Source: an optimization exercise on an open RTL-to-GDS flow (aim: small area, a short achievable clock period and few clock cycles per item). Production flows keep margins and buffers that such runs may drop.
At most, simulation tests tie the RTL to the original design; equivalence was not proved.
Only the layout flow was run in run 4; the RTL was not checked for function there.

==> flow/design.v, too long to show whole: its modules and the start of the top module <==
// module eq_fnorm: 15 lines
// module eq_booth: 13 lines
// module eq_fmul_1: 19 lines
// module eq_fmul_2: 27 lines
// module eq_fmul_3: 18 lines
// module eq_mul_cs: 1051 lines
// module eq_lzc32: 34 lines
// module eq_ash: 16 lines
// module eq_aexp: 6 lines
// module eq_fadd_1: 38 lines
// module eq_fadd_2: 35 lines
// module simpleeq_chain: 441 lines
module simpleeq_chain (
    input  wire        clk,
    input  wire        rst_n,         
    input  wire        s_valid,
    output wire        s_ready,
    input  wire [63:0] s_data,
    input  wire        s_last,
    output wire        m_valid,
    input  wire        m_ready,
    output wire [63:0] m_data,
    output wire        m_last,
    input  wire        cfg_we,
    input  wire [6:0]  cfg_addr,      
    input  wire [31:0] cfg_wdata,
    input  wire        commit,
    input  wire        clear_state,
    output wire        commit_pending
);
  // ...
==> flow/flow/run.sh <==
#!/bin/bash
# Standard ORFS layout (the standard.sh, unchanged synthesis), with
#  - the timing repair steps asked to leave extra setup slack, so that they
#    shorten the long paths even though the 20 ns clock is met without them;
#  - every port buffered with buf_4 instead of the default delay buffer.
set -euo pipefail
export SETUP_SLACK_MARGIN=14.5
export BUFFER_PORTS_ARGS="-buffer_cell sky130_fd_sc_hd__buf_4"
bash standard.sh > standard_flow.log 2>&1
==> flow/standard.sh <==
#!/bin/bash
# synth_recipe.tcl (not shown) runs the flow's synth.tcl, then flattens the netlist and writes it again
# the make line also repeats each setting of config.mk as NAME=value (left out here)
make -C /OpenROAD-flow-scripts/flow DESIGN_CONFIG=/design/flow/config.mk WORK_HOME=/design/flow/orfs CLKGATE_MAP_FILE= SYNTH_SCRIPT=/design/flow/synth_recipe.tcl "${@:-finish}"
==> flow/config.mk <==
export PLATFORM = sky130hd
export DESIGN_NAME = simpleeq_chain
export DESIGN_NICKNAME = simpleeq_chain
export VERILOG_FILES = /design/flow/design.v
export SDC_FILE = /design/flow/constraint.sdc
export NUM_CORES = 8
export LEC_CHECK = 0
export CAP_MARGIN = 20
export CORE_MARGIN = 2
export CORE_UTILIZATION = 40
export SLEW_MARGIN = 20
==> flow/constraint.sdc <==
create_clock -name core_clock -period 20.0 [get_ports {clk}]
set_input_delay 4.0000 -clock core_clock [delete_from_list [all_inputs] [get_ports {clk}]]
set_output_delay 4.0000 -clock core_clock [all_outputs]
set_load 0.01 [all_outputs]
==> flow_metrics.py, run 1 <==
metrics = {
    "cts": {
        "root_buffer": "clkbuf_16",
        "clk-insertion-delay-late_ns": 1.14,
        "cts_sinks": 6516,
        "clk_path_buf_depth": 4,
    },
    "run_status": {
        "outcome": "finished clean",
    },
    "finish": {
        "final.fill_count": 76510,
        "largestClassByArea": "sequential cells",
        "final_cell_mix": "edfxtp_1 (3465), dfxtp_1 (2842), nand2_1 (2344)",
        "clock_cell_area_share_pct": 5.856,
        "layout.nonclk_buf_share_pct": 3.201,
        "clock_buffers": 892,
        "final_area_um2": 381600,
        "antenna_cells": 50,
    },
    "synth": {
        "synthCells": 30220,
        "avgSynthCellArea_um2": 11.14,
        "synth.area.mux_share_pct": 9.735,
        "synth_common_cells": "edfxtp_1 (3465), dfxtp_1 (3051), nand2_1 (2358)",
        "synth.area.top_cells": "edfxtp_1 (31%), dfxtp_1 (18%), fa_1 (6.1%)",
        "yosys_warnings": 23,
        "yosysSeqAreaShare_pct": 49.07,
    },
    "sta": {
        "period_share_pct": 30.18,
    },
    "route": {
        "drc": 0,
        "drt-met1-wl_um": 512600,
        "first_pass_iters": 9,
    },
    "grt": {
        "busiest_layer": "met2",
    },
    "worst_setup_path": {
        "cp_slowest_cell": "edfxtp_1",
        "reg2reg_depth": 21,
        "cp.depth": 1,
    },
    "worst_hold_path": {
        "holdPathStages": 0,
        "worstHoldStart": "ring[22]",
    },
    "floorplanning": {
        "io_pins": 179,
        "die_w_um": 921.3,
        "taps": 11150,
    },
}
Testbench counts, summed over its fixed seeds: cycles 32,261, frames 2,048.
==> module simpleeq_chain, before the edit <==
module simpleeq_chain (
    input  wire        clk,
    input  wire        rst_n,         
    input  wire        s_valid,
    output wire        s_ready,
    input  wire [63:0] s_data,
    input  wire        s_last,
    output wire        m_valid,
    input  wire        m_ready,
    output wire [63:0] m_data,
    output wire        m_last,
    input  wire        cfg_we,
    input  wire [6:0]  cfg_addr,      
    input  wire [31:0] cfg_wdata,
    input  wire        commit,
    input  wire        clear_state,
    output wire        commit_pending
);
    localparam [31:0] ONE = 32'h3F800000;
    genvar gi, ge, gc;
    integer i;
    reg        pend;                  
    reg        atb;                   
    reg        clr_pend;              
    reg        we_q;
    reg [6:0]  wa_q;
    reg [31:0] wd_q;
    always @(posedge clk) begin
        we_q <= rst_n & cfg_we & ~pend;
        wa_q <= cfg_addr;
        wd_q <= cfg_wdata;
    end
    reg [45*32-1:0] sh;
    reg [44:0]      sh_w;
    reg [6:0]       sh_cfg;           
    generate
        for (gi = 0; gi < 45; gi = gi + 1) begin : g_sh
            wire hit = we_q && wa_q[6:3] == gi / 5 && wa_q[2:0] == gi % 5;
            always @(posedge clk) begin
                if (hit)
                    sh[gi*32 +: 32] <= wd_q;
                if (!rst_n)
                    sh_w[gi] <= 1'b0;
                else if (hit)
                    sh_w[gi] <= 1'b1;
            end
        end
    endgenerate
    always @(posedge clk) begin
        if (!rst_n)
            sh_cfg <= 7'h07;
        else if (we_q && wa_q == 7'h48)
            sh_cfg <= {wd_q[9:8], wd_q[5:4], wd_q[2:0]};
    end
    reg [3:0] lv_a;                   
    reg [3:0] lv_r;                   
    reg [3:0] lv_rm1;                 
    reg [8:0] lv_mask;
    reg [3:0] act [0:8];              
    function [8:0] act_mask(input [6:0] c);
        integer s;
        begin
            for (s = 0; s < 4; s = s + 1)
                act_mask[s] = !c[0] && (s <= c[4:3]);
            act_mask[4] = !c[1];
            for (s = 5; s < 9; s = s + 1)
                act_mask[s] = !c[2] && (s - 5 <= c[6:5]);
        end
    endfunction
    function [3:0] act_count(input [6:0] c);
        act_count = (c[0] ? 4'd0 : {2'b00, c[4:3]} + 4'd1) + {3'b000, !c[1]} +
                    (c[2] ? 4'd0 : {2'b00, c[6:5]} + 4'd1);
    endfunction
    wire [8:0] sh_mask = act_mask(sh_cfg);
    wire [3:0] sh_a    = act_count(sh_cfg);
    wire [3:0] sh_r    = (sh_a < 4'd5) ? 4'd5 : sh_a;
    reg        s_rdy;
    reg        in_v;                  
    reg [63:0] in_d;
    reg        in_l;
    wire       accept = s_valid & s_rdy;
    wire       take;
    wire [37:0] in_n0, in_n1;
    eq_fnorm u_in0 (.a(in_d[31:0]),  .n(in_n0));
    eq_fnorm u_in1 (.a(in_d[63:32]), .n(in_n1));
    wire [75:0] in_n = {in_n1, in_n0};    
    always @(posedge clk) begin
        if (s_rdy) begin
            in_d <= s_data;
            in_l <= s_last;
        end
    end
    reg        f_act, f_act1, fill_d;    
    reg  [2:0] f_slot;
    reg  [3:0] f_step, f_cur, f_prev;
    reg [31:0] f_word;
    wire       fill_end = fill_d & ~f_act1;
    wire       busy_fill = f_act | f_act1 | fill_d;
    reg        o_v;
    reg [64:0] o_d;                   
    reg [64:0] e0_d, e1_d;            
    reg        wp, rp;                
    reg  [1:0] qn;                    
    reg  [1:0] pcnt;                  
    wire       push_y;
    wire [64:0] y_d;
    wire       push_x;
    wire       push = push_y | push_x;
    wire [64:0] push_d = (lv_a == 4'd0) ? {in_l, in_d} : y_d;
    wire       pop = o_v & m_ready;
    wire       fifo_ok = ({1'b0, o_v} + {1'b0, qn} + {1'b0, pcnt}) <= 3'd2;
    wire       o_ld = !o_v || pop;               
    wire       q_hd = (qn != 2'd0);
    wire       thru = o_ld && !q_hd;             
    wire [64:0] head = rp ? e1_d : e0_d;
    always @(posedge clk) begin
        if (qn != 2'd2 && !wp) e0_d <= push_d;
        if (qn != 2'd2 && wp)  e1_d <= push_d;
        if (o_ld)
            o_d <= q_hd ? head : push_d;
        if (!rst_n) begin
            o_v <= 1'b0;
            wp  <= 1'b0;
            rp  <= 1'b0;
            qn  <= 2'd0;
        end else begin
            if (o_ld)
                o_v <= q_hd | push;
            if (push && !thru)
                wp <= ~wp;
            if (o_ld && q_hd)
                rp <= ~rp;
            qn <= qn + {1'b0, push && !thru} - {1'b0, o_ld && q_hd};
        end
    end
    reg [4:0]  soh  [0:1];            
    reg [3:0]  step [0:1];
    reg        fv   [0:1];            
    reg        fl   [0:1];            
    reg [6:0]  sv0  [0:1];            
    reg [6:0]  sv1  [0:1];            
    reg [6:0]  sv2  [0:1];
    wire       go   [0:1];
    wire [1:0] push_e;
    wire [64:0] y_e [0:1];
    reg  [5:0] qcnt;                  
    wire idle = (qcnt == 6'd0) && !in_v;
    wire fill_go = !busy_fill && pend && atb && idle && !we_q;
    wire clr_do  = clr_pend && idle && !busy_fill && !fill_go;
    generate
        for (ge = 0; ge < 2; ge = ge + 1) begin : g_eng
            wire last_step = (step[ge] == lv_rm1);
            wire win = soh[ge][4] && last_step;
            assign go[ge] = win && in_v && fifo_ok && !busy_fill;
            wire [6:0] sv_new = {fv[ge] && (step[ge] < lv_a), step[ge] == lv_a - 4'd1,
                                 fl[ge], act[step[ge]]};
            always @(posedge clk) begin
                if (!rst_n) begin
                    soh[ge]  <= (ge == 0) ? 5'b00001 : 5'b00100;
                    step[ge] <= 4'd0;
                    fv[ge]   <= 1'b0;
                    sv0[ge]  <= 7'd0;
                    sv1[ge]  <= 7'd0;
                    sv2[ge]  <= 7'd0;
                end else begin
                    if (fill_end) begin
                        soh[ge]  <= (ge == 0) ? 5'b10000 : 5'b00100;
                        step[ge] <= (ge == 0) ? lv_rm1 : lv_r - 4'd3;
                    end else begin
                        soh[ge] <= {soh[ge][3:0], soh[ge][4]};
                        if (soh[ge][4])
                            step[ge] <= last_step ? 4'd0 : step[ge] + 4'd1;
                    end
                    if (win) begin
                        fv[ge] <= go[ge];
                        fl[ge] <= in_l;
                    end
                    if (soh[ge][0]) begin
                        sv0[ge] <= sv_new;
                        sv1[ge] <= sv0[ge];
                        sv2[ge] <= sv1[ge];
                    end
                end
            end
            assign push_e[ge] = soh[ge][0] && sv0[ge][6] && sv0[ge][5];
        end
    endgenerate
    assign take   = go[0] | go[1];
    assign push_x = take && (lv_a == 4'd0);
    assign push_y = push_e[0] | push_e[1];
    assign y_d    = push_e[1] ? y_e[1] : y_e[0];
    reg  [45*32-1:0] ring;
    reg  [31:0] tap;
    always @* begin
        case (lv_r)
            4'd5:    tap = ring[24*32 +: 32];
            4'd6:    tap = ring[29*32 +: 32];
            4'd7:    tap = ring[34*32 +: 32];
            4'd8:    tap = ring[39*32 +: 32];
            default: tap = ring[44*32 +: 32];
        endcase
    end
    always @(posedge clk)
        ring <= {ring[44*32-1:0], fill_d ? f_word : tap};
    reg  [31:0] tap2;
    always @* begin
        case (lv_r)
            4'd5:    tap2 = ring[23*32 +: 32];
            4'd6:    tap2 = ring[28*32 +: 32];
            4'd7:    tap2 = ring[33*32 +: 32];
            4'd8:    tap2 = ring[38*32 +: 32];
            default: tap2 = ring[43*32 +: 32];
        endcase
    end
    reg  [31:0] craw [0:1];
    wire [37:0] tap_na, tap_nb;
    eq_fnorm u_ca (.a(craw[0]), .n(tap_na));
    eq_fnorm u_cb (.a(craw[1]), .n(tap_nb));
    wire [38:0] tap_ba, tap_bb;
    eq_booth u_ba (.a(tap_na[23:0]), .bd(tap_ba));
    eq_booth u_bb (.a(tap_nb[23:0]), .bd(tap_bb));
    reg  [37:0] coef [0:1];
    reg  [38:0] cbd  [0:1];           
    always @(posedge clk) begin
        craw[0] <= tap2;
        craw[1] <= ring[10*32 +: 32];
        coef[0] <= tap_na;
        coef[1] <= tap_nb;
        cbd[0]  <= tap_ba;
        cbd[1]  <= tap_bb;
    end
    reg  [2:0] f_tap;
    always @* begin
        case (f_slot)
            3'd0:    f_tap = 3'd0;
            3'd1:    f_tap = 3'd3;
            3'd2:    f_tap = 3'd4;
            3'd3:    f_tap = 3'd1;
            default: f_tap = 3'd2;
        endcase
    end
    wire [3:0]  f_sec = (f_slot == 3'd1 || f_slot == 3'd2) ? f_prev : f_cur;
    wire [5:0]  f_idx = {f_sec, 2'b00} + {2'b00, f_sec} + {3'b000, f_tap};
    reg  [5:0]  f_idq;                
    reg         f_b0q;                
    wire [31:0] f_raw = sh[f_idq*32 +: 32];
    wire [31:0] f_val = sh_w[f_idq] ? f_raw : (f_b0q ? ONE : 32'h0);
    reg [3:0] f_next;
    always @* begin
        f_next = f_cur;
        for (i = 8; i >= 0; i = i - 1)
            if (lv_mask[i] && i > f_cur) f_next = i[3:0];
    end
    reg [3:0] sh_first, sh_lastact;
    always @* begin
        sh_first = 4'd0;
        sh_lastact = 4'd0;
        for (i = 8; i >= 0; i = i - 1)
            if (sh_mask[i]) sh_first = i[3:0];
        for (i = 0; i < 9; i = i + 1)
            if (sh_mask[i]) sh_lastact = i[3:0];
    end
    always @(posedge clk) begin
        f_word <= f_val;
        f_idq  <= f_idx;
        f_b0q  <= (f_tap == 3'd0);
        if (!rst_n) begin
            f_act   <= 1'b0;
            f_act1  <= 1'b0;
            fill_d  <= 1'b0;
            lv_a    <= 4'd0;
            lv_r    <= 4'd5;
            lv_rm1  <= 4'd4;
            lv_mask <= 9'd0;
        end else begin
            f_act1 <= f_act;
            fill_d <= f_act1;
            if (fill_go) begin
                f_act   <= 1'b1;
                lv_a    <= sh_a;
                lv_r    <= sh_r;
                lv_rm1  <= sh_r - 4'd1;
                lv_mask <= sh_mask;
                f_slot  <= 3'd0;
                f_step  <= 4'd0;
                f_cur   <= sh_first;
                f_prev  <= sh_lastact;
            end else if (f_act) begin
                if (f_slot == 3'd0)
                    act[f_step] <= f_cur;
                if (f_slot == 3'd4) begin
                    f_slot <= 3'd0;
                    f_step <= f_step + 4'd1;
                    f_prev <= f_cur;
                    f_cur  <= f_next;
                    if (f_step == lv_rm1)
                        f_act <= 1'b0;
                end else begin
                    f_slot <= f_slot + 3'd1;
                end
            end
        end
    end
    wire pend_n = pend ? !fill_end : commit;
    wire atb_n  = accept ? s_last : atb;
    wire clr_n  = clr_do ? clear_state : (clr_pend | clear_state);
    wire in_v_n = accept | (in_v & ~take);
    always @(posedge clk) begin
        if (!rst_n) begin
            pend     <= 1'b0;
            atb      <= 1'b1;
            clr_pend <= 1'b0;
            in_v     <= 1'b0;
            s_rdy    <= 1'b1;
            qcnt     <= 6'd0;
            pcnt     <= 2'd0;
        end else begin
            pend     <= pend_n;
            atb      <= atb_n;
            clr_pend <= clr_n;
            in_v     <= in_v_n;
            s_rdy    <= !in_v_n && !clr_n && !(pend_n && atb_n);
            if (take)
                qcnt <= 6'd63;
            else if (qcnt != 6'd0)
                qcnt <= qcnt - 6'd1;
            pcnt <= pcnt + {1'b0, take && (lv_a != 4'd0)} - {1'b0, push_y};
        end
    end
    reg  [3:0] rd1_sec, rd2_sec;      
    reg  [8:0] wen1, wen2;            
    reg        wsel1, wsel2;          
    always @(posedge clk) begin
        rd1_sec <= soh[1][1] ? sv0[1][3:0] : sv0[0][3:0];
        rd2_sec <= soh[1][0] ? sv1[1][3:0] : sv1[0][3:0];
        wsel2 <= soh[1][1];
        wsel1 <= soh[1][3];
        for (i = 0; i < 9; i = i + 1) begin
            wen2[i] <= rst_n && ((soh[0][1] && sv2[0][6] && sv2[0][3:0] == i) ||
                       (soh[1][1] && sv2[1][6] && sv2[1][3:0] == i));
            wen1[i] <= rst_n && ((soh[0][3] && sv2[0][6] && sv2[0][3:0] == i) ||
                       (soh[1][3] && sv2[1][6] && sv2[1][3:0] == i));
        end
    end
    wire [31:0] ao   [0:3];           
    wire [37:0] ao_n [0:3];
    wire [31:0] anw  [0:3];
    wire [37:0] anw_n [0:3];
    wire [31:0] rd1  [0:1];
    wire [31:0] rd2  [0:1];
    generate
        for (gc = 0; gc < 2; gc = gc + 1) begin : g_st
            reg [9*32-1:0] st1, st2;
            reg [8:0]      f1, f2;
            wire [31:0] wd1 = wsel1 ? ao[2 + gc] : ao[gc];
            wire [31:0] wd2 = wsel2 ? ao[2 + gc] : ao[gc];
            for (gi = 0; gi < 9; gi = gi + 1) begin : g_w
                always @(posedge clk) begin
                    if (wen1[gi]) st1[gi*32 +: 32] <= wd1;
                    if (wen2[gi]) st2[gi*32 +: 32] <= wd2;
                    if (!rst_n || clr_do) begin
                        f1[gi] <= 1'b0;
                        f2[gi] <= 1'b0;
                    end else begin
                        if (wen1[gi]) f1[gi] <= 1'b1;
                        if (wen2[gi]) f2[gi] <= 1'b1;
                    end
                end
            end
            assign rd1[gc] = wen1[rd1_sec] ? wd1 : f1[rd1_sec] ? st1[rd1_sec*32 +: 32] : 32'h0;
            assign rd2[gc] = f2[rd2_sec] ? st2[rd2_sec*32 +: 32] : 32'h0;
        end
    endgenerate
    generate
        for (ge = 0; ge < 2; ge = ge + 1) begin : g_le
            for (gc = 0; gc < 2; gc = gc + 1) begin : g_lc
                localparam L = 2 * ge + gc;
                wire [4:0]  sl = soh[ge];
                reg  [37:0] bq;               
                reg  [37:0] xc;               
                reg  [27:0] px, py;
                reg  [16:0] q1;
                reg  [39:0] q2;
                reg  [31:0] p1r, p2r;
                reg  [31:0] opa, opb;
                reg         osub;
                reg  [7:0]  odab, odba;
                reg  [40:0] aq;
                reg  [31:0] aor;
                reg  [37:0] aon;
                wire [27:0] pxw, pyw;
                wire [16:0] q1w;
                wire [39:0] q2w;
                wire [31:0] mw;
                wire [40:0] aqw;
                eq_fmul_1 u_m1 (.an(coef[ge]), .abd(cbd[ge]), .bn(bq), .px(pxw), .py(pyw), .q(q1w));
                eq_fmul_2 u_m2 (.px(px), .py(py), .q(q1), .r(q2w));
                eq_fmul_3 u_m3 (.r(q2), .y(mw));
                eq_fadd_1 u_a1 (.a(opa), .b(opb), .sub(osub), .dab(odab), .dba(odba), .q(aqw));
                wire [31:0] na = sl[2] ? mw : sl[3] ? p1r : sl[4] ? p2r : aor;
                wire [31:0] nb = sl[2] ? rd1[gc] : (sl[3] | sl[4]) ? mw : rd2[gc];
                wire [7:0]  ea, eb;
                eq_aexp u_ea (.a(na), .e(ea));
                eq_aexp u_eb (.a(nb), .e(eb));
                eq_fadd_2 u_a2 (.q(aq), .y(anw[L]), .yn(anw_n[L]));
                always @(posedge clk) begin
                    px  <= pxw;
                    py  <= pyw;
                    q1  <= q1w;
                    q2  <= q2w;
                    aq  <= aqw;
                    aor <= anw[L];
                    aon <= anw_n[L];
                    if (sl[4])
                        bq <= (step[ge] == lv_rm1) ? in_n[38*gc +: 38] : anw_n[L];
                    else if (sl[0])
                        bq <= aon;
                    else if (sl[2])
                        bq <= xc;
                    if (sl[0])
                        xc <= bq;
                    if (sl[0]) p1r <= mw;     
                    if (sl[1]) p2r <= mw;     
                    opa  <= na;
                    opb  <= nb;
                    osub <= sl[3] | sl[4];
                    odab <= ea - eb;
                    odba <= eb - ea;
                end
                assign ao[L]   = aor;
                assign ao_n[L] = aon;
            end
            assign y_e[ge] = {sv0[ge][4], ao[2 * ge + 1], ao[2 * ge]};
        end
    endgenerate
    assign s_ready        = s_rdy;
    assign m_valid        = o_v;
    assign m_data         = o_d[63:0];
    assign m_last         = o_d[64];
    assign commit_pending = pend;
endmodule
==> run 2, diff against run 1 <==
--- a/flow/design.v
+++ b/flow/design.v
@@ -1349,4 +1349,5 @@
     reg        s_rdy;
     reg        in_v;                  
+    reg        tk1;                   
     reg [63:0] in_d;
     reg        in_l;
@@ -1389,5 +1390,7 @@
         if (qn != 2'd2 && !wp) e0_d <= push_d;
         if (qn != 2'd2 && wp)  e1_d <= push_d;
-        if (o_ld)
+        if (!rst_n)
+            o_d <= 65'd0;
+        else if (o_ld)
             o_d <= q_hd ? head : push_d;
         if (!rst_n) begin
@@ -1585,4 +1588,5 @@
             in_v     <= 1'b0;
             s_rdy    <= 1'b1;
+            tk1      <= 1'b0;
             qcnt     <= 6'd0;
             pcnt     <= 2'd0;
@@ -1592,5 +1596,6 @@
             clr_pend <= clr_n;
             in_v     <= in_v_n;
-            s_rdy    <= !in_v_n && !clr_n && !(pend_n && atb_n);
+            tk1      <= take;
+            s_rdy    <= !in_v_n && !take && !tk1 && !clr_n && !(pend_n && atb_n);
             if (take)
                 qcnt <= 6'd63;
@@ -1650,5 +1655,4 @@
                 wire [4:0]  sl = soh[ge];
                 reg  [37:0] bq;               
-                reg  [37:0] xc;               
                 reg  [27:0] px, py;
                 reg  [16:0] q1;
@@ -1686,10 +1690,8 @@
                     if (sl[4])
                         bq <= (step[ge] == lv_rm1) ? in_n[38*gc +: 38] : anw_n[L];
-                    else if (sl[0])
+                    else if (sl[0] && step[ge] == 4'd0)
                         bq <= aon;
-                    else if (sl[2])
-                        bq <= xc;
-                    if (sl[0])
-                        xc <= bq;
+                    else if (sl[2] && step[ge] == 4'd0)
+                        bq <= in_n[38*gc +: 38];
                     if (sl[0]) p1r <= mw;     
                     if (sl[1]) p2r <= mw;     
==> flow_metrics.py, run 2 <==
metrics = {
    "placement": {
        "port_buffers": 178,
        "dp_hpwl_um": 890800,
        "gp_routability_congestion": 1.025,
        "place_inst": 39710,
        "preCtsSetupSlack_ns": 12.83,
    },
    "floorplanning": {
        "fp.coreArea_um2": 826600,
        "initial_core_util_pct": 40.11,
        "die_height_um": 914.5,
        "num_rows": 334,
        "dieArea_um2": 836200,
        "die_w_um": 914.5,
        "io_pins": 179,
    },
    "worst_setup_path": {
        "max_stage_delay_ns": 0.34,
        "r2r_end": "g_le[1].g_lc[0].q1[0]",
        "critPathKind": "reg2out",
        "endpoint_kind": "output pin",
        "required_ns": 16.00,
        "cp.arrival_ns": 1.76,
        "crit_path_start_kind": "flop",
        "reg2reg_slack_ns": 14.40,
        "path_cells": "buf_12 -> buf_6",
        "reg2reg_from": "g_le[1].g_lc[0].bq[17]",
        "crit_fanout": 2,
        "cp_slowest_cell": "dfxtp_2",
        "reg2reg_depth": 21,
    },
    "route": {
        "drc": 0,
        "avgRoutedWirePerCell_um": 30.94,
        "drt_iter0_drc": 31720,
        "routed_wl_um": 1281000,
        "final_antenna_net_count": 0,
        "vias_per_cell": 6.023,
        "first_pass_iters": 7,
        "vias": 249500,
    },
    "sta": {
        "grt_setup_unrepaired": "yes",
        "setup_slack_ns": 14.24,
        "setup_tns_ns": 0,
        "finalSetupViolCount": 0,
        "tightest_slew_ns": 1.425,
        "skew_ns": 0.1110,
        "max_freq_ghz": 0.1736,
        "slew_violations": 0,
        "hold_viol_final": 0,
        "fin_crit_ns": 5.762,
        "period_share_pct": 28.81,
        "relSlewSlack_pct": 2.256,
    },
    "synth": {
        "syn-cell-area_um2": 331600,
        "ys_ff_latch": 6361,
        "synth-simple-area-share_pct": 8.731,
        "synth_top_family_by_area": "compound AO/OA/AOI/OAI gates",
        "synthCells": 29980,
        "synth_edf_count": 3244,
        "async_flop_share_pct": 0,
        "synth_common_cells": "edfxtp_1 (3244), dfxtp_1 (3117), nand2_1 (2206)",
        "avgSynthCellArea_um2": 11.06,
        "synth_top_area_cell": "edfxtp_1",
        "synthAdderAreaFrac_pct": 9.527,
        "yosysTopAreaCellShare_pct": 29.38,
        "synth_compound_area_share_pct": 13.58,
        "ys.flop_type": "edfxtp_1",
        "synth.distinct_cells": 113,
        "synth.area.top_cells": "edfxtp_1 (29%), dfxtp_1 (19%), fa_1 (6.2%)",
        "yosys_warnings": 23,
        "yosys.area_share.xor_xnor_pct": 5.370,
        "yosysSeqAreaShare_pct": 48.20,
        "synth.area.mux_share_pct": 10.03,
        "synth_nets": 32000,
        "yosysMostFrequentCell": "edfxtp_1",
    },
    "grt": {
        "grt_usage_pct": 29.17,
        "grt_start_max_net_pins": 122,
        "grt_pass1_wl_um": 1785000,
        "grt_pass1_vias": 238900,
        "antenna_found_initial": 127,
        "globalRouteOverflowTotal": 0,
    },
    "finish": {
        "final_layout_size_suffix_gt1_share_pct": 15.05,
        "nets": 31820,
        "syn_to_final_growth_pct": 13.91,
        "seq_area_um2": 160400,
        "final.fill_count": 75410,
        "stdcell_count": 41420,
        "multiInputGateArea_um2": 160600,
        "top_regs": "ring: 1440 flops, sh: 1440 flops",
        "layout_commonest_cell": "edfxtp_1",
        "final_cell_mix": "edfxtp_1 (3244), dfxtp_1 (2812), nand2_1 (2189)",
    },
    "cts": {
        "cts_tree": "yes",
        "cts_sinks": 6361,
        "cts_made_buffers": 661,
        "clk-insertion-delay-late_ns": 1.19,
        "clkTransAtPathRegs_ns": 0.06,
        "root_buffer": "clkbuf_16",
        "clk_path_buf_depth": 4,
        "htreeDepth": 6,
    },
    "worst_hold_path": {
        "holdPathStages": 0,
        "min_path_type": "reg2reg",
        "holdPathEnd": "ring[595]",
        "worstHoldStart": "ring[563]",
    },
    "run": {
        "max_cap_viol_count": 0,
    },
    "run_status": {
        "outcome": "finished clean",
    },
}
-- run 2: area by class of cell --
cell class	count	share of cell area [%]
diodes	128	0.08480
clock buffers	879	4.898
clock inverters	353	1.122
inverters	1901	1.931
multi-input cells	19610	42.52
flip-flops and latches	6361	42.47
well taps	10920	3.617
repair buffers	1261	3.356
repair inverters	1	0.001325
-- run 2: worst max-delay path by stage --
stage                                       from                      to  slack (ns)
after floorplan           g_le[1].g_lc[0].bq[14]   g_le[1].g_lc[0].q1[0]       14.50
after detailed placement  g_le[0].g_lc[0].aq[21]  g_le[0].g_lc[0].bq[14]       12.83
after global routing                        pend          commit_pending       14.21
after CTS                                   pend          commit_pending       14.18
final                                       pend          commit_pending       14.24
after global placement    g_le[0].g_lc[0].aq[26]  g_le[0].g_lc[0].bq[18]       12.29
-- run 2: cell families after synthesis --
kind of cell | after synthesis
XOR/XNOR | 2033
AND/OR/NAND/NOR | 6332
adder cells (fa/ha/maj) | 1912
multiplexers | 2492
flip-flops | 6361
AO/OA/AOI/OAI | 6841
buffers and inverters | 4005
-- run 2: repair_timing --
action                                 in CTS  in global routing
cloned                                     20                 37
resized for setup                         699                630
setup buffers                             106                185
pin swaps                                  50                162
endpoints found under the hold margin       0                  0
setup endpoints to repair                 578                320
hold buffers                                0                  0
-- run 2: through the flow --
step           hold WS (ns)  utilization (%)  cell area (um2)
5_1_grt              0.3138            45.68           377600
2_1_floorplan        0.3096                -           331700
3_3_place_gp         0.3098            41.80           345500
6_report             0.3048            45.69           377700
3_5_place_dp         0.3121            41.81           345600
4_1_cts              0.3010            45.06           372400
-- run 2: per-layer routing --
layer | vias to the layer above | routed length, um | GRT usage [%]
met4 | 36 | 93170 | 16.86
met3 | 2896 | 127000 | 5.899
met5 | - | 276 | 0
met2 | 13490 | 543800 | 43.19
li1 | 107900 | - | -
met1 | 125200 | 517200 | 39.83
-- run 2: critical path, delay by kind of cell, from the launching register on --
| kind | cells | cell delay (ns) |
|---|---|---|
| buffers and inverters | 2 | 0.25 |
| flip-flops | 1 | 0.34 |
Testbench counts of run 2, summed over its fixed seeds: cycles 32,261, frames 2,048.
==> run 3, diff against run 2 <==
==> flow/flow/run.sh (replaced) <==
#!/bin/bash
# Standard ORFS layout (the standard.sh, unchanged synthesis), with
#  - the timing repair steps asked to leave extra setup slack, so that they
#    shorten the long paths even though the 20 ns clock is met without them;
#  - every port buffered with buf_4 instead of the default delay buffer;
#  - clock-tree sinks clustered in groups of up to 24 within 100 um, which
#    needs fewer clock buffers.
set -euo pipefail
export SETUP_SLACK_MARGIN=14.0
export BUFFER_PORTS_ARGS="-buffer_cell sky130_fd_sc_hd__buf_4"
export CTS_CLUSTER_SIZE=24
export CTS_CLUSTER_DIAMETER=100
bash standard.sh > standard_flow.log 2>&1
==> flow_metrics.py, run 3 <==
metrics = {
    "sta": {
        "skew_ns": 0.1111,
        "setup_slack_ns": 14.04,
        "max_freq_ghz": 0.1678,
        "tightest_slew_ns": 1.535,
        "relSlewSlack_pct": -3.068,
        "fin_crit_ns": 5.961,
        "period_share_pct": 29.80,
        "grt_setup_unrepaired": "yes",
        "hold_viol_final": 0,
        "setup_tns_ns": 0,
        "slew_violations": 3,
        "finalSetupViolCount": 0,
    },
    "run_status": {
        "violations": "max-capacitance violations, max-slew violations",
        "outcome": "failed layout checks",
    },
    "cts": {
        "cts_tree": "yes",
        "clkTransAtPathRegs_ns": 0.09,
        "htreeDepth": 5,
        "cts_made_buffers": 333,
        "clk-insertion-delay-late_ns": 1.12,
        "cts_sinks": 6361,
        "clk_path_buf_depth": 4,
        "hold_buffers": 0,
        "root_buffer": "clkbuf_16",
    },
    "synth": {
        "ys_ff_latch": 6361,
        "syn-cell-area_um2": 331600,
        "synth_common_cells": "edfxtp_1 (3244), dfxtp_1 (3117), nand2_1 (2206)",
        "synth_nets": 32000,
        "yosysTopAreaCellShare_pct": 29.38,
        "synthCells": 29980,
        "yosysMostFrequentCell": "edfxtp_1",
        "avgSynthCellArea_um2": 11.06,
        "synth_edf_count": 3244,
        "synth.distinct_cells": 113,
        "ys.flop_type": "edfxtp_1",
        "yosys_warnings": 23,
        "yosysSeqAreaShare_pct": 48.20,
        "synth_top_area_cell": "edfxtp_1",
        "async_flop_share_pct": 0,
        "synth.area.top_cells": "edfxtp_1 (29%), dfxtp_1 (19%), fa_1 (6.2%)",
    },
    "worst_setup_path": {
        "cp.arrival_ns": 6.88,
        "crit_fanout": 34,
        "critPathTopFamily": "compound AO/OA/AOI/OAI gates",
        "required_ns": 20.92,
        "cp_slowest_cell": "dfxtp_4",
        "critPathKind": "reg2reg",
        "cp_num_buf_inv": 3,
        "endpoint_kind": "flop",
        "crit_path_start_kind": "flop",
        "path_cells": "mux4_2 -> mux2i_1 -> o21ai_4 -> nor2b_4 -> buf_4 -> buf_4 -> a22oi_1 -> nand2_1 -> o21ai_0 -> inv_1 -> or3_1 -> o31a_1 -> ha_1 -> fa_1 -> nor2b_1 -> o21ai_0 -> nand2b_1 -> a21o_1 -> a21oi_1 -> xnor2_1",
        "max_stage_delay_ns": 0.83,
    },
    "floorplanning": {
        "io_pins": 179,
        "initial_core_util_pct": 40.11,
        "die_w_um": 914.5,
        "die_height_um": 914.5,
        "num_rows": 334,
        "dieArea_um2": 836200,
        "fp.coreArea_um2": 826600,
    },
    "route": {
        "vias_per_cell": 5.996,
        "vias": 242400,
        "drc": 0,
        "final_antenna_net_count": 0,
        "drt_iter0_drc": 29460,
        "routed_wl_um": 1216000,
        "avgRoutedWirePerCell_um": 30.07,
        "first_pass_iters": 8,
    },
    "finish": {
        "final_util_pct": 43.34,
        "layout_commonest_cell": "edfxtp_1",
        "stdcell_count": 40440,
        "nets": 31200,
        "final_cell_mix": "edfxtp_1 (3244), dfxtp_1 (2964), nand2_1 (2200)",
        "syn_to_final_growth_pct": 8.054,
        "final_layout_size_suffix_gt1_share_pct": 10.69,
        "top_regs": "ring: 1440 flops, sh: 1440 flops",
    },
    "placement": {
        "gp_routability_congestion": 1.005,
        "port_buffers": 178,
        "dp_hpwl_um": 864200,
        "preCtsSetupSlack_ns": 12.69,
        "place_inst": 39700,
    },
    "grt": {
        "grt_pass1_wl_um": 1721000,
        "grt_pass1_vias": 234400,
        "antenna_found_initial": 98,
        "globalRouteOverflowTotal": 0,
        "grt_start_max_net_pins": 153,
        "grt_usage_pct": 27.92,
    },
    "run": {
        "max_cap_viol_count": 1,
    },
    "worst_hold_path": {
        "min_path_type": "reg2reg",
    },
}
## run 3: timing repair
action,CTS,global route
setup buffers,22,35
setup endpoints to repair,305,157
resized for setup,156,231
pin swaps,4,20
gates cloned,2,3
## run 3: worst paths after layout
path                                                 to  cells past startpoint  slack [ns]  startpoint
worst max-delay path            g_le[0].g_lc[0].odba[6]                     20       14.04     wen1[0]
worst min-delay path                          ring[559]                      0        0.28   ring[527]
worst max register to register  g_le[0].g_lc[0].odba[6]                     20       14.04     wen1[0]
worst min register to register                ring[559]                      0        0.28   ring[527]
## run 3: final cells by class
type                       count  area (um2)
timing repair inverter         1       5.005
clock inverter                88        1371
multi-input combinational  19610      158500
sequential                  6361      160200
fill                       77160      468300
antenna                       98       245.2
inverter                    1901        7216
clock buffer                 489        9149
tap                        10920       13660
timing repair buffer         968        8009
## run 3: per-stage QoR
stage / hold WS [ns] / instance area, um2
floorplan: 0.3096 / 331600
global placement: 0.3099 / 345400
finish: 0.2755 / 358300
CTS: 0.2806 / 356800
detailed placement: 0.3121 / 345400
global route: 0.2844 / 358100
## run 3: worst reg2reg max path: stages (launching register included)
cell	delay [ns]
dfxtp_4	0.83
mux4_2	0.44
mux2i_1	0.10
o21ai_4	0.61
nor2b_4	0.10
buf_4	0.26
buf_4	0.34
a22oi_1	0.41
nand2_1	0.38
o21ai_0	0.28
inv_1	0.12
or3_1	0.35
o31a_1	0.26
ha_1	0.24
fa_1	0.42
nor2b_1	0.13
o21ai_0	0.08
nand2b_1	0.13
a21o_1	0.12
a21oi_1	0.07
xnor2_1	0.14
## run 3: kinds of logic (layout without fill, tap and decap cells)
family | after synthesis | count (layout) | synth area share, %
AO/OA/AOI/OAI | 6841 | 6841 | 13.58
XOR/XNOR | 2033 | 2033 | 5.370
adder cells (fa/ha/maj) | 1912 | 1912 | 9.527
buffers and inverters | 4005 | 3447 | 4.560
flip-flops | 6361 | 6361 | 48.20
multiplexers | 2492 | 2492 | 10.03
other | 0 | 98 | 0
AND/OR/NAND/NOR | 6332 | 6333 | 8.731
## run 3: layer usage
metal / global-route usage [%] / routed length [um]
met1: 37.29 / 491300
met2: 43.23 / 539300
met3: 5.307 / 107300
met4: 14.74 / 77410
met5: 0.1187 / 691
==> module eq_fmul_1, before the edit <==
module eq_fmul_1 (
    input  wire [37:0] an,
    input  wire [38:0] abd,
    input  wire [37:0] bn,
    output wire [27:0] px,       
    output wire [27:0] py,
    output wire [16:0] q         
);
    wire [47:0] x, y;
    eq_mul_cs u_cs (.bd(abd), .b(bn[23:0]), .x(x), .y(y));
    wire [20:0] lo = {1'b0, x[19:0]} + {1'b0, y[19:0]};
    wire [10:0] e0 = {an[33], an[33:24]} + {bn[33], bn[33:24]} - 11'd127;
    wire nan  = an[36] | bn[36] | (an[35] & bn[34]) | (an[34] & bn[35]);
    wire inf  = an[35] | bn[35];
    wire zero = an[34] | bn[34];
    assign px = x[47:20];
    assign py = y[47:20];
    assign q  = {an[37] ^ bn[37], nan, inf, zero, e0, lo[20], |lo[19:0]};
endmodule
==> run 4, diff against run 3 <==
--- a/flow/design.v
+++ b/flow/design.v
@@ -38,4 +38,7 @@
     eq_mul_cs u_cs (.bd(abd), .b(bn[23:0]), .x(x), .y(y));
     wire [20:0] lo = {1'b0, x[19:0]} + {1'b0, y[19:0]};
+    wire [19:0] lx = x[19:0] ^ y[19:0];
+    wire [19:0] lo_or = x[19:0] | y[19:0];
+    wire        lz0 = (lx == {lo_or[18:0], 1'b0});
     wire [10:0] e0 = {an[33], an[33:24]} + {bn[33], bn[33:24]} - 11'd127;
     wire nan  = an[36] | bn[36] | (an[35] & bn[34]) | (an[34] & bn[35]);
@@ -44,5 +47,5 @@
     assign px = x[47:20];
     assign py = y[47:20];
-    assign q  = {an[37] ^ bn[37], nan, inf, zero, e0, lo[20], |lo[19:0]};
+    assign q  = {an[37] ^ bn[37], nan, inf, zero, e0, lo[20], ~lz0};
 endmodule
 module eq_fmul_2 (
--- a/flow/flow/run.sh
+++ b/flow/flow/run.sh
@@ -7,5 +7,5 @@
 #    needs fewer clock buffers.
 set -euo pipefail
-export SETUP_SLACK_MARGIN=14.0
+export SETUP_SLACK_MARGIN=14.5
 export BUFFER_PORTS_ARGS="-buffer_cell sky130_fd_sc_hd__buf_4"
 export CTS_CLUSTER_SIZE=24
==> flow_metrics.py, run 4 <==
metrics = {
    "worst_setup_path": {
        "cp_num_buf_inv": 1,
        "r2r_end": "g_le[0].g_lc[1].bq[35]",
        "endpoint_kind": "output pin",
        "crit_fanout": 3,
        "reg2reg_from": "g_le[0].g_lc[1].aq[23]",
        "required_ns": 16.00,
        "max_stage_delay_ns": 0.47,
        "cp_slowest_cell": "dfxtp_4",
        "critPathTopFamily": "flip-flops",
        "critPathKind": "reg2out",
        "reg2reg_slack_ns": 14.50,
        "cp.arrival_ns": 1.69,
        "path_cells": "buf_6",
        "crit_path_start_kind": "flop",
        "reg2reg_depth": 23,
    },
    "cts": {
        "cts_sinks": 6361,
        "clkTransAtPathRegs_ns": 0.09,
        "cts_tree": "yes",
        "root_buffer": "clkbuf_16",
        "cts_made_buffers": 328,
        "htreeDepth": 5,
        "clk_path_buf_depth": 4,
        "clk-insertion-delay-late_ns": 1.12,
    },
    "sta": {
        "setup_slack_ns": 14.31,
        "period_share_pct": 28.44,
        "fin_crit_ns": 5.688,
        "skew_ns": 0.1152,
        "setup_tns_ns": 0,
        "holdWs_ns": 0.2906,
        "max_freq_ghz": 0.1758,
        "relSlewSlack_pct": 11.53,
        "grt_setup_unrepaired": "yes",
        "tightest_slew_ns": 1.322,
        "finalSetupViolCount": 0,
        "hold_viol_final": 0,
        "slew_violations": 0,
    },
    "finish": {
        "stdcell_count": 40890,
        "nets": 31560,
        "final_layout_size_suffix_gt1_share_pct": 12.80,
        "final_cell_mix": "edfxtp_1 (3244), dfxtp_1 (2796), nand2_1 (2299)",
        "syn_to_final_growth_pct": 9.098,
        "final.fill_count": 77050,
        "top_regs": "ring: 1440 flops, sh: 1440 flops",
        "final_util_pct": 43.73,
        "layout_commonest_cell": "edfxtp_1",
    },
    "grt": {
        "grt_start_max_net_pins": 103,
        "grt_pass1_wl_um": 1782000,
        "grt_pass1_vias": 237200,
        "globalRouteOverflowTotal": 0,
        "grt_usage_pct": 29.01,
        "antenna_found_initial": 101,
    },
    "route": {
        "first_pass_iters": 10,
        "vias": 247600,
        "final_antenna_net_count": 0,
        "vias_per_cell": 6.056,
        "avgRoutedWirePerCell_um": 31.04,
        "routed_wl_um": 1269000,
        "drt_iter0_drc": 31040,
        "drc": 0,
    },
    "placement": {
        "dp_hpwl_um": 899400,
        "preCtsSetupSlack_ns": 12.83,
        "port_buffers": 178,
        "gp_routability_congestion": 1.024,
        "place_inst": 40050,
    },
    "synth": {
        "synth.area.top_cells": "edfxtp_1 (29%), dfxtp_1 (19%), fa_1 (6.1%)",
        "yosysMostFrequentCell": "edfxtp_1",
        "async_flop_share_pct": 0,
        "synth_nets": 32250,
        "yosys_warnings": 23,
        "synthCells": 30160,
        "synth_edf_count": 3244,
        "avgSynthCellArea_um2": 11.04,
        "synth_common_cells": "edfxtp_1 (3244), dfxtp_1 (3117), nand2_1 (2308)",
        "synth.distinct_cells": 113,
        "ys_ff_latch": 6361,
        "ys.flop_type": "edfxtp_1",
        "yosysTopAreaCellShare_pct": 29.24,
        "yosysSeqAreaShare_pct": 47.97,
        "syn-cell-area_um2": 333100,
        "synth_top_area_cell": "edfxtp_1",
    },
    "worst_hold_path": {
        "holdPathStages": 0,
        "min_path_type": "reg2reg",
        "worstHoldStart": "ring[895]",
        "holdPathEnd": "ring[927]",
    },
    "floorplanning": {
        "die_w_um": 916.6,
        "num_rows": 335,
        "die_height_um": 916.6,
        "dieArea_um2": 840200,
        "io_pins": 179,
        "fp.coreArea_um2": 831200,
        "initial_core_util_pct": 40.08,
    },
    "run": {
        "max_cap_viol_count": 0,
    },
    "run_status": {
        "outcome": "finished clean",
    },
}
==> run 4: cell types whose count changed after synthesis, sizes merged, moves of 29 or more <==
cell and change:
o211ai +65, ha +68, a21oi +59, nand3 +42, nand2 +105, o21bai -29, nor2 -57, inv -60
xnor2 +49, a221oi +31, mux2i -153, o32a -32, buf +44, a211o +48
==> run 4: how the worst max path moves through the flow <==
stage,from,end,cells after the start
5_1_grt,pend,commit_pending,2
3_5_place_dp,g_le[0].g_lc[1].aq[13],g_le[0].g_lc[1].bq[35],15
4_1_cts,o_v,m_valid,1
2_1_floorplan,g_le[1].g_lc[0].opa[25],g_le[1].g_lc[0].aq[27],24
3_3_place_gp,g_le[1].g_lc[0].opa[25],g_le[1].g_lc[0].aq[27],24
6_report,o_v,m_valid,1
==> run 4: layer usage <==
layer	track usage, %	vias to the layer above	wire length [um]
li1	-	107200	-
met5	0	-	304
met1	39.62	125000	521000
met3	5.575	2570	115700
met4	14.76	48	79250
met2	44.11	12830	553100
==> run 4: cell families (layout without fill, tap and decap cells) <==
logic type               after synthesis  count (layout)  synth area share, %
AO/OA/AOI/OAI                       6975            6976                13.79
XOR/XNOR                            2066            2066                5.432
adder cells (fa/ha/maj)             1978            1978                9.732
buffers and inverters               3994            3535                4.540
flip-flops                          6361            6361                47.97
multiplexers                        2379            2379                9.744
other                                  0              62                    0
AND/OR/NAND/NOR                     6410            6413                8.790
==> run 4: per-stage QoR <==
| step | instance area [um2] |
|---|---|
| after floorplan | 333200 |
| after global placement | 346900 |
| after detailed placement | 347100 |
| after CTS | 360300 |
| after global routing | 363400 |
| final | 363400 |
==> run 4: final cells by class <==
cell class / count / area, um2 / share of cell area, %
multi-input combinational: 19810 / 161900 / 44.55
clock inverter: 78 / 1334 / 0.3670
timing repair buffer: 1116 / 9629 / 2.649
sequential: 6361 / 160500 / 44.15
antenna: 62 / 155.1 / 0.04269
timing repair inverter: 4 / 20.02 / 0.005508
tap: 11120 / 13910 / 3.829
clock buffer: 493 / 8912 / 2.452
inverter: 1844 / 7092 / 1.951
==> run 4: timing repair <==
item                       in CTS  in global routing
hold buffers                    0                  0
pin swaps                      50                103
gates resized for setup       603                498
setup buffers                  84                 94
setup endpoints to repair     632                366
gates cloned                   12                 12
==> run 5, diff against run 4 <==
--- a/flow/design.v
+++ b/flow/design.v
@@ -1469,16 +1469,7 @@
     assign y_d    = push_e[1] ? y_e[1] : y_e[0];
     reg  [45*32-1:0] ring;
-    reg  [31:0] tap;
-    always @* begin
-        case (lv_r)
-            4'd5:    tap = ring[24*32 +: 32];
-            4'd6:    tap = ring[29*32 +: 32];
-            4'd7:    tap = ring[34*32 +: 32];
-            4'd8:    tap = ring[39*32 +: 32];
-            default: tap = ring[44*32 +: 32];
-        endcase
-    end
+    reg  [31:0] craw [0:1];           
     always @(posedge clk)
-        ring <= {ring[44*32-1:0], fill_d ? f_word : tap};
+        ring <= {ring[44*32-1:0], fill_d ? f_word : craw[0]};
     reg  [31:0] tap2;
     always @* begin
@@ -1491,5 +1482,4 @@
         endcase
     end
-    reg  [31:0] craw [0:1];
     wire [37:0] tap_na, tap_nb;
     eq_fnorm u_ca (.a(craw[0]), .n(tap_na));
--- a/flow/config.mk
+++ b/flow/config.mk
@@ -8,4 +8,4 @@
 export CAP_MARGIN = 20
 export CORE_MARGIN = 2
-export CORE_UTILIZATION = 40
+export CORE_UTILIZATION = 70
 export SLEW_MARGIN = 20
==> flow_metrics.py, run 5 <==
metrics = {
    "floorplanning": {
        "initial_core_util_pct": 70.26,
        "die_height_um": 691.4,
        "io_pins": 179,
        "die_w_um": 691.4,
        "num_rows": 252,
    },
    "cts": {
        "cts_made_buffers": 320,
        "hold_buffers": 0,
        "cts_sinks": 6329,
        "root_buffer": "clkbuf_16",
        "clk_path_buf_depth": 4,
        "htreeDepth": 5,
    },
    "run_status": {
        "error": "[ERROR GRT-0232] Routing congestion too high. Check the congestion heatmap in the GUI.",
        "lastStage": "global routing (5_1_grt)",
        "outcome": "aborted with a tool error",
    },
    "synth": {
        "synth_edf_count": 3244,
        "synth.area.top_cells": "edfxtp_1 (29%), dfxtp_1 (19%), fa_1 (6.2%)",
        "synth.distinct_cells": 138,
        "synth_common_cells": "edfxtp_1 (3244), dfxtp_1 (3085), nand2_1 (2288)",
        "yosysSeqAreaShare_pct": 48.12,
        "async_flop_share_pct": 0,
        "ys.flop_type": "edfxtp_1",
        "yosysMostFrequentCell": "edfxtp_1",
        "yosys_warnings": 23,
        "synth_top_area_cell": "edfxtp_1",
        "avgSynthCellArea_um2": 11.10,
        "ys_ff_latch": 6329,
        "syn-cell-area_um2": 330800,
        "yosysTopAreaCellShare_pct": 29.45,
        "synth_nets": 31880,
        "synthCells": 29790,
    },
    "grt": {
        "grt_usage_pct": 61.42,
        "grt_start_max_net_pins": 117,
        "globalRouteOverflowTotal": 75,
    },
    "placement": {
        "dp_hpwl_um": 914100,
        "port_buffers": 178,
        "placed_cell_area_um2": 338200,
        "gp_routability_congestion": 1.113,
    },
}
## run 5: changes by cell type after synthesis, moves of 38 or more
cell,delta
a2111oi_0,-47
a211o_1,-43
a21oi_1,-73
a221oi_1,-41
a22o_1,-54
a31oi_1,-53
mux2i_1,+91
mux4_2,-39
nor2_1,+38
nor3_1,-101
o211ai_1,-49
o21ai_0,-47
## run 5: logic make-up after synthesis
kind of cell               share of synthesized area [%]
DFF                                                48.12
AOI/OAI and AO/OA                                  13.41
muxes                                              9.953
buffers and inverters                              4.529
adders and majority gates                          9.814
and+or+nand+nor                                    8.733
xor gates and xnor gates                           5.434
## run 5: per-layer routing
metal	GRT usage, %	overflow
met1	68.35	1
met2	78.08	34
met3	41.16	6
met4	50.72	33
met5	22.64	1
## run 5: worst min-delay path by stage
stage	endpoint	cells after the start
floorplan	g_le[0].g_lc[0].q2[36]	0
global placement	ring[341]	0
detailed placement	ring[1054]	0
CTS	ring[69]	0
## run 5: per-stage QoR
stage / instances / hold slack, ns / setup WS [ns]
2_1_floorplan: 29790 / 0.3096 / 14.40
3_3_place_gp: 34780 / 0.3095 / 12.22
3_5_place_dp: 34780 / 0.3121 / 12.36
4_1_cts: 35460 / 0.2827 / 14.29
## run 5: timing repair
| action | CTS |
|---|---|
| setup endpoints to repair | 646 |
| gates resized for setup | 580 |
| cloned | 12 |
| setup buffers | 96 |
| pin swaps | 51 |
Testbench counts of run 5, summed over its fixed seeds: cycles 32,261, frames 2,048.
==> run 6, diff against run 5 <==
--- a/flow/config.mk
+++ b/flow/config.mk
@@ -8,4 +8,4 @@
 export CAP_MARGIN = 20
 export CORE_MARGIN = 2
-export CORE_UTILIZATION = 70
+export CORE_UTILIZATION = 40
 export SLEW_MARGIN = 20
==> flow_metrics.py, run 6 <==
metrics = {
    "synth": {
        "yosysTopAreaCellShare_pct": 29.45,
        "synth.area.top_cells": "edfxtp_1 (29%), dfxtp_1 (19%), fa_1 (6.2%)",
        "async_flop_share_pct": 0,
        "syn-cell-area_um2": 330800,
        "ys_ff_latch": 6329,
        "synth_edf_count": 3244,
        "synth_common_cells": "edfxtp_1 (3244), dfxtp_1 (3085), nand2_1 (2288)",
        "synthCells": 29790,
        "synth_top_area_cell": "edfxtp_1",
        "avgSynthCellArea_um2": 11.10,
        "synth.distinct_cells": 138,
        "yosysSeqAreaShare_pct": 48.12,
        "synth_nets": 31880,
        "ys.flop_type": "edfxtp_1",
        "yosys_warnings": 23,
        "yosysMostFrequentCell": "edfxtp_1",
    },
    "sta": {
        "max_freq_ghz": 0.1769,
        "hold_viol_final": 0,
        "tightest_slew_ns": 1.382,
        "slew_violations": 0,
        "grt_setup_unrepaired": "yes",
        "period_share_pct": 28.26,
        "setup_tns_ns": 0,
        "finalSetupViolCount": 0,
        "relSlewSlack_pct": 7.898,
        "skew_ns": 0.09565,
        "fin_crit_ns": 5.653,
    },
    "route": {
        "vias": 244500,
        "avgRoutedWirePerCell_um": 31.36,
        "routed.top_layer": "met5",
        "routed_wl_um": 1269000,
        "drt_iter0_drc": 29860,
        "first_pass_iters": 6,
        "wl_met2_um": 557600,
        "final_antenna_net_count": 0,
        "wl_met3_um": 110900,
        "drt-met1-wl_um": 522500,
        "drc": 0,
        "vias_per_cell": 6.043,
    },
    "worst_setup_path": {
        "cp_slowest_cell": "dfxtp_4",
        "critPathKind": "reg2out",
        "reg2reg_slack_ns": 14.48,
        "crit_start": "o_v",
        "cp.arrival_ns": 1.65,
        "endpoint_kind": "output pin",
        "max_stage_delay_ns": 0.43,
        "cp_num_buf_inv": 1,
        "crit_path_start_kind": "flop",
        "reg2reg_from": "g_le[1].g_lc[0].aq[13]",
        "required_ns": 16.00,
        "path_cells": "buf_6",
        "crit_fanout": 2,
        "critPathTopFamily": "flip-flops",
    },
    "floorplanning": {
        "die_w_um": 913.3,
        "initial_core_util_pct": 40.05,
        "io_pins": 179,
        "num_rows": 334,
        "dieArea_um2": 834200,
        "fp.coreArea_um2": 825800,
        "die_height_um": 913.3,
    },
    "worst_hold_path": {
        "min_path_type": "reg2reg",
        "worstHoldStart": "ring[776]",
    },
    "placement": {
        "gp_routability_congestion": 1.028,
        "port_buffers": 178,
        "placed_cell_area_um2": 344600,
        "dp_hpwl_um": 887800,
    },
    "cts": {
        "cts_made_buffers": 338,
        "htreeDepth": 5,
        "hold_buffers": 0,
        "clk-insertion-delay-late_ns": 1.12,
        "clkTransAtPathRegs_ns": 0.10,
        "root_buffer": "clkbuf_16",
        "cts_sinks": 6329,
        "clk_path_buf_depth": 4,
        "cts_tree": "yes",
    },
    "finish": {
        "top_regs": "sh: 1440 flops, ring: 1408 flops",
        "largest-register": "sh",
        "final_layout_size_suffix_gt1_share_pct": 13.63,
        "syn_to_final_growth_pct": 9.617,
        "largest_reg_flops": 1440,
        "layout_commonest_cell": "edfxtp_1",
        "final.fill_count": 76900,
        "nets": 31330,
        "final_area_um2": 362600,
        "final_cell_mix": "edfxtp_1 (3244), dfxtp_1 (2747), nand2_1 (2264)",
    },
    "grt": {
        "antenna_found_initial": 120,
        "globalRouteOverflowTotal": 0,
        "grt_pass1_wl_um": 1776000,
        "grt_pass1_vias": 235200,
        "grt_start_max_net_pins": 103,
        "grt_usage_pct": 29.07,
    },
    "run_status": {
        "outcome": "finished clean",
    },
    "run": {
        "max_cap_viol_count": 0,
    },
}
## run 6: cell counts after synthesis
Identical to the previous run, type by type.
## run 6: worst paths after layout
kind / to / cells past startpoint
max: m_valid / 1
min: ring[808] / 0
max reg2reg: g_le[1].g_lc[0].bq[11] / 18
min reg2reg: ring[808] / 0
## run 6: per-layer routing
metal,vias up,GRT usage (%)
li1,105800,-
met3,2601,5.162
met5,-,0.02848
met4,54,14.85
met1,123500,39.74
met2,12530,44.44
## run 6: what timing repair did
item | in CTS | in global routing
gates resized for setup | 624 | 646
pin swaps | 50 | 161
setup endpoints to repair | 737 | 399
cloned | 11 | 13
setup buffers | 91 | 157
## run 6: per-stage QoR
stage | setup WS, ns | hold WS [ns] | instances | util [%]
after global routing | 14.32 | 0.2838 | 40420 | 43.89
final | 14.35 | 0.2725 | 40470 | 43.91
after CTS | 14.28 | 0.2814 | 40230 | 43.41
after floorplan | 14.40 | 0.3096 | 29790 | -
after global placement | 12.03 | 0.3095 | 39550 | 41.72
after detailed placement | 12.07 | 0.3121 | 39550 | 41.73
## run 6: cell type report
type                    instances  area [um2]  area share [%]
well taps                   10920       13660           3.768
diodes                         69       172.7         0.04762
inverters                    1839        7102           1.959
repair buffers               1198       10270           2.833
repair inverters                4       35.03        0.009663
multi-input cells           19530      160700           44.33
flip-flops and latches       6329      159900           44.10
clock buffers                 472        9115           2.514
clock inverters               104        1583          0.4365
## run 6: cells by family after synthesis
group | share of synthesized area [%]
xor+xnor | 5.434
simple gates | 8.733
mux | 9.953
flops | 48.12
buf+inv | 4.529
fa+ha+maj | 9.814
compound gates | 13.41
==> run 7, diff against run 6 <==
--- a/flow/config.mk
+++ b/flow/config.mk
@@ -8,4 +8,4 @@
 export CAP_MARGIN = 20
 export CORE_MARGIN = 2
-export CORE_UTILIZATION = 40
+export CORE_UTILIZATION = 60
 export SLEW_MARGIN = 20
==> flow_metrics.py, run 7 <==
metrics = {
    "grt": {
        "grt_pass1_wl_um": 1743000,
        "globalRouteOverflowTotal": 0,
        "antenna_found_initial": 104,
        "grt_usage_pct": 43.04,
        "grt_pass1_vias": 240000,
        "grt_start_max_net_pins": 166,
    },
    "worst_setup_path": {
        "crit_fanout": 2,
        "critPathKind": "reg2out",
        "endpoint_kind": "output pin",
        "cp.arrival_ns": 1.65,
        "required_ns": 16.00,
        "max_stage_delay_ns": 0.48,
        "cp_slowest_cell": "dfxtp_4",
        "path_cells": "buf_6",
        "crit_path_start_kind": "flop",
        "critPathTopFamily": "flip-flops",
        "cp_num_buf_inv": 1,
    },
    "cts": {
        "htreeDepth": 5,
        "clk-insertion-delay-late_ns": 1.07,
        "clk_path_buf_depth": 4,
        "hold_buffers": 0,
        "cts_sinks": 6329,
        "cts_tree": "yes",
        "clkTransAtPathRegs_ns": 0.10,
        "cts_made_buffers": 323,
        "root_buffer": "clkbuf_16",
    },
    "placement": {
        "dp_hpwl_um": 866000,
        "placed_cell_area_um2": 339600,
        "gp_routability_congestion": 1.072,
        "preCtsSetupSlack_ns": 12.55,
        "port_buffers": 178,
    },
    "finish": {
        "final_util_pct": 64.81,
        "final_layout_size_suffix_gt1_share_pct": 12.81,
        "layout_commonest_cell": "edfxtp_1",
        "final_cell_mix": "edfxtp_1 (3244), dfxtp_1 (2770), nand2_1 (2267)",
        "largest_reg_flops": 1440,
        "top_regs": "sh: 1440 flops, ring: 1408 flops",
        "largest-register": "sh",
        "nets": 31230,
        "final_area_um2": 355800,
        "final.fill_count": 41940,
        "syn_to_final_growth_pct": 7.568,
    },
    "floorplanning": {
        "initial_core_util_pct": 60.25,
        "num_rows": 272,
        "die_w_um": 746.5,
        "fp.coreArea_um2": 548900,
        "die_height_um": 746.5,
        "io_pins": 179,
        "dieArea_um2": 557200,
    },
    "worst_hold_path": {
        "min_path_type": "reg2reg",
    },
    "run_status": {
        "outcome": "finished clean",
    },
    "synth": {
        "synth_nets": 31880,
        "yosys_warnings": 23,
        "synthCells": 29790,
        "async_flop_share_pct": 0,
        "synth_common_cells": "edfxtp_1 (3244), dfxtp_1 (3085), nand2_1 (2288)",
        "ys.flop_type": "edfxtp_1",
        "synth.area.top_cells": "edfxtp_1 (29%), dfxtp_1 (19%), fa_1 (6.2%)",
        "syn-cell-area_um2": 330800,
        "synth_top_area_cell": "edfxtp_1",
        "yosysSeqAreaShare_pct": 48.12,
        "ys_ff_latch": 6329,
        "yosysMostFrequentCell": "edfxtp_1",
        "synth_edf_count": 3244,
        "avgSynthCellArea_um2": 11.10,
        "yosysTopAreaCellShare_pct": 29.45,
        "synth.distinct_cells": 138,
    },
    "run": {
        "max_cap_viol_count": 0,
    },
    "sta": {
        "skew_ns": 0.08603,
        "setup_tns_ns": 0,
        "setup_slack_ns": 14.35,
        "slew_violations": 0,
        "period_share_pct": 28.25,
        "fin_crit_ns": 5.650,
        "relSlewSlack_pct": 11.76,
        "finalSetupViolCount": 0,
        "max_freq_ghz": 0.1770,
        "tightest_slew_ns": 1.310,
        "hold_viol_final": 0,
        "grt_setup_unrepaired": "yes",
    },
    "route": {
        "avgRoutedWirePerCell_um": 33.70,
        "drc": 0,
        "routed_wl_um": 1236000,
        "vias": 250500,
        "first_pass_iters": 10,
        "drt_iter0_drc": 38340,
        "final_antenna_net_count": 0,
        "vias_per_cell": 6.828,
    },
}
## run 7: cell types whose count changed in the layout (fill, tap and decap cells not counted), moves of 16 or more
| cell | before | now |
|---|---|---|
| buf_4 | 1021 | 965 |
| clkbuf_1 | 123 | 165 |
| o21ai_0 | 1259 | 1289 |
| dfxtp_1 | 2747 | 2770 |
| buf_6 | 115 | 93 |
| clkbuf_16 | 350 | 330 |
| dfxtp_2 | 218 | 200 |
| diode_2 | 69 | 52 |
| o21ai_1 | 105 | 89 |
## run 7: cells by family (layout without fill, tap and decap cells)
logic type,after synthesis,after routing,share of synthesized area [%]
and+or+nand+nor,6310,6314,8.733
xor gates and xnor gates,2052,2052,5.434
other,0,52,0
muxes,2468,2468,9.953
adders and majority gates,1982,1982,9.814
buffers and inverters,3937,3515,4.529
AOI/OAI and AO/OA,6714,6719,13.41
DFF,6329,6329,48.12
## run 7: path summary, 6_finish.rpt
check	startpoint	end	slack, ns	cells after the start
worst min register to register	ring[171]	ring[203]	0.29	0
worst min-delay path	ring[171]	ring[203]	0.29	0
worst max-delay path	o_d[30]	m_data[30]	14.35	1
worst max register to register	g_le[0].g_lc[0].aq[26]	g_le[0].g_lc[0].bq[31]	14.53	18
## run 7: metal layers
| metal | up-vias | wire length (um) | track usage (%) |
|---|---|---|---|
| met2 | 17780 | 512200 | 61.39 |
| met3 | 3712 | 164300 | 12.29 |
| met4 | 56 | 101600 | 27.89 |
| li1 | 105600 | - | - |
| met5 | - | 384 | 0.05144 |
| met1 | 123400 | 457900 | 57.62 |
## run 7: timing repair
item | 4_1_cts | 5_1_grt
pin swaps | 45 | 130
endpoints found under the setup margin | 613 | 387
buffers inserted | 88 | 140
resized for setup | 543 | 548
gates cloned | 14 | 3
## run 7: cell type report
| type | count | area, um2 | area share [%] |
|---|---|---|---|
| Inverter | 1839 | 7084 | 1.991 |
| Clock inverter | 66 | 1114 | 0.3130 |
| Timing Repair Buffer | 1115 | 9507 | 2.672 |
| Antenna cell | 52 | 130.1 | 0.03657 |
| Tap cell | 7261 | 9085 | 2.553 |
| Clock buffer | 494 | 8830 | 2.482 |
| Timing Repair inverter | 1 | 5.005 | 0.001407 |
| Multi-Input combinational cell | 19540 | 160200 | 45.02 |
| Sequential cell | 6329 | 159900 | 44.93 |
## run 7: worst register-to-register path: cells and delay by family, from the launching register on
family	cells	cell delay, ns
buffers and inverters	3	0.70
AND/OR/NAND/NOR	7	1.98
multiplexers	1	0.32
AO/OA/AOI/OAI	6	1.56
flip-flops	1	0.47
XOR/XNOR	1	0.20
## run 7: per-stage QoR
stage	hold slack (ns)	instances
finish	0.2889	36690
global route	0.2899	36640
CTS	0.2881	36500
detailed placement	0.3121	35840
global placement	0.3097	35830
floorplan	0.3096	29790

==> re-timing with driven ports <==
Ports are ideal in the flow. The routed layouts listed here were re-timed in OpenROAD. Step 1 (the two cells are an assumption about what drives the block):
set clk [get_ports {clk}]
set_driving_cell -lib_cell sky130_fd_sc_hd__clkbuf_16 $clk
set_driving_cell -lib_cell sky130_fd_sc_hd__buf_2 [delete_from_list [all_inputs] $clk]
Step 2 adds t to the input delays and takes it off the output delays; t is the mean of the earliest and latest rising clock arrival at the registers after step 1. Input paths then give back, and output paths get back, about the clock's delay inside the block. Three values: no drivers, after step 1, after step 2; two values: the first two.
run	shift t [ns]	setup slack, ns	hold WS [ns]	clock arrival spread, ns	worst data-port slew with drivers (ns)
run 1	1.233	13.964 / 13.822 / 13.439	0.299 / 0.299 / 0.299	0.128 / 0.127	0.28
run 2	1.291	14.238 / 14.079 / 13.622	0.305 / 0.305 / 0.305	0.116 / 0.115	0.22
run 3	1.193	14.039 / 14.026 / 14.037	0.275 / 0.275 / 0.275	0.120 / 0.119	0.10
run 4	1.202	14.312 / 14.159 / 13.544	0.291 / 0.291 / 0.291	0.145 / 0.145	0.33
run 6	1.230	14.347 / 14.178 / 13.365	0.272 / 0.272 / 0.272	0.121 / 0.121	0.21
run 7	1.159	14.350 / 14.218 / 13.696	0.289 / 0.289 / 0.289	0.096 / 0.097	0.42
For run 6, which loses most, drivers alone change the setup slack by -0.169 ns; drivers and shift together by -0.982 ns.
